Background: an optimization exercise with open tools, aiming at small area. Do not read the settings as production practice.
The RTL was checked by simulation tests, not by an equivalence proof against the original design.
Power is estimated from default activity; no workload was simulated.

AL:
## serprog_engine
module serprog_engine (
    input  wire        clk,
    input  wire        rst,         
    input  wire        in_valid,
    input  wire [7:0]  in_data,
    output wire        in_ready,
    output wire        out_valid,
    output wire [7:0]  out_data,
    input  wire        out_ready,
    output wire        reg_en,
    output wire        reg_we,
    output wire [1:0]  reg_addr,
    output wire [63:0] reg_wdata,
    input  wire [31:0] reg_rdata
);
Size in the first run: roughly 480 cells after synthesis, about 71 flip-flops, ~120 I/O pins.
export LEC_CHECK = 0
export ABC_AREA = 1
export CAP_MARGIN = 20
export CORE_MARGIN = 2
export CORE_UTILIZATION = 40
export PLACE_DENSITY = 0.6
export SLEW_MARGIN = 20
create_clock -name core_clock -period 10.0 [get_ports {clk}]
standard.sh (not shown) runs the stock make flow with config.mk's settings and CLKGATE_MAP_FILE= SYNTH_SCRIPT=/design/flow/synth_recipe.tcl, a recipe that flattens the netlist after the stock synthesis.
==> flow/flow/run.sh <==
#!/bin/bash
# The standard layout (standard.sh), with these changes:
#  - synthesis is the standard flow's own script (synth_recipe.tcl, registers untouched),
#    except that the combinational mapping uses flow/abc.script, an
#    area-oriented ABC script (with &deepsyn), in place of ORFS's abc_area.script,
#    and adders are not mapped to ha/fa cells beforehand (ADDER_MAP_FILE empty);
#  - the port buffers are made from the smallest buffer cell (buf_1);
#  - the clock tree uses clkbuf_4/8 and no dummy loads;
#  - the constant outputs share the one tie cell that synthesis gives them
#    (SKIP_REPAIR_TIE_FANOUT=1) instead of one tie cell each.
set -euo pipefail
W=$(pwd)
{
  head -n 1 synth_recipe.tcl
  cat <<'T'
proc abc {args} {
  set out {}
  set skip 0
  foreach a $args {
    if {$skip} { set skip 0; continue }
    if {$a eq "-script"} { set skip 1; continue }
    if {$a eq "-D"} { set skip 1; continue }
    lappend out $a
  }
  yosys abc -script $::env(FLOW_ABC_SCRIPT) {*}$out
}
T
  tail -n +2 synth_recipe.tcl
} > flow_synth.tcl
sed "s#SYNTH_SCRIPT=[^ ]*#SYNTH_SCRIPT=$W/flow_synth.tcl#" standard.sh > flow_standard.sh
grep -q "SYNTH_SCRIPT=$W/flow_synth.tcl" flow_standard.sh
export FLOW_ABC_SCRIPT=$W/flow/abc.script
export BUFFER_PORTS_ARGS="-buffer_cell sky130_fd_sc_hd__buf_1"
export CTS_ARGS="-sink_clustering_enable -repair_clock_nets -dont_use_dummy_load -buf_list {sky130_fd_sc_hd__clkbuf_4 sky130_fd_sc_hd__clkbuf_8} -root_buf sky130_fd_sc_hd__clkbuf_8 -sink_clustering_size 25"
# ADDER_MAP_FILE= : no separate adder mapping (no ha/fa cells); ABC maps the adders too
bash flow_standard.sh ADDER_MAP_FILE= SKIP_REPAIR_TIE_FANOUT=1 finish > flow_standard.log 2>&1
==> flow/flow/abc.script <==
strash
ifraig
scorr
dc2
strash
&get -n
&deepsyn -T 60
&put
strash
&get -n
&dch -f
&nf -R 1000 -p
&put
strash
&get -n
&dch -f
&nf -R 1000 -p
&put
## Diff of input files: PW against AL
-- flow/design.v --
<<< AL, line 14
    input  wire [31:0] reg_rdata
);
    localparam [3:0] S_AWAIT = 4'b0010, S_ARG1 = 4'b1010, S_ARG6 = 4'b0110, S_REPLY = 4'b0000, S_CMD = 4'b0100, S_CGET = 4'b0111, S_BDECW = 4'b1100, S_BDEC = 4'b1101, S_CTRL = 4'b1000, S_POLL = 4'b0101, S_CIW = 4'b1110, S_POP = 4'b0011, S_PX = 4'b1011, S_BUSY = 4'b0001, S_GX = 4'b1001, S_WRZ = 4'b1111;
    localparam [5:0] A_IFACE = 6'd2, A_SYNC = 6'd5, A_ACK = 6'd6, A_NAK = 6'd7, A_SERBUF = 6'd8, A_PGM = 6'd11, A_BUS = 6'd28, A_CMDMAP = 6'd30;
    reg [7:0] r0, r1, r2, r3, r4, r5;
>>> PW, line 14
    input  wire [31:0] reg_rdata
);
    localparam [3:0] S_AWAIT = 4'b0000, S_ARG1 = 4'b0001, S_ARG6  = 4'b0010, S_REPLY = 4'b0011,
                     S_CMD   = 4'b0100, S_CGET = 4'b0101, S_BDECW = 4'b0110, S_BDEC  = 4'b0111,
                     S_CTRL  = 4'b1000, S_POLL = 4'b1001, S_CIW   = 4'b1010, S_POP   = 4'b1011,
                     S_PX    = 4'b1100, S_BUSY = 4'b1101, S_GX    = 4'b1110, S_WRZ   = 4'b1111;
    localparam [5:0] A_IFACE = 6'd2, A_SYNC = 6'd5, A_ACK = 6'd6, A_NAK = 6'd7, A_SERBUF = 6'd8, A_PGM = 6'd11, A_BUS = 6'd28, A_CMDMAP = 6'd30;
    reg [7:0] r0, r1, r2, r3, r4, r5;
Findings:
The design internal power of PW was inferior to that of AL.
Fraction of synthesized cell area in xor and xnor cells, PW and AL: higher on AL
PW ended up with a higher first-pass GRT wire length than AL did.
The worst setup path endpoint comes out reg_wdata[7] in one run and reg_en in the other, namely in PW and AL respectively.
AL -> PW: wire length increased slightly
There was hardly any difference in area growth from synthesis to layout between AL and PW.
Max freq AL -> PW: improved
Having completed the whole flow, PW delivered a layout that passed the timing, design-rule and antenna checks.

[re-timing with driven ports]
No port has a modelled driver above. Below, the same layouts with a new extraction and two added sets of constraints. Step 1 sets driving cells, clkbuf_16 on the clock port and buf_2 on the other inputs (assumed; they add their load-dependent delay and slew). Step 2 moves the port delays by t, midway between the first and last clock arrival at a register: inputs arrive t later, outputs are due t later. That takes back most of the time a late clock gives input paths. Three values: ideal, step 1, step 2; two values: the first two.
run	t, ns	setup slack, ns	clock arrival spread, ns	worst slew at a driven data input, ns	cell pins on the clock port's net
AL	0.371	4.923 / 4.891 / 5.262	0.021 / 0.022	0.04	1
PW	0.373	4.953 / 4.919 / 5.293	0.023 / 0.023	0.05	1
After both steps every run listed still meets setup and hold.
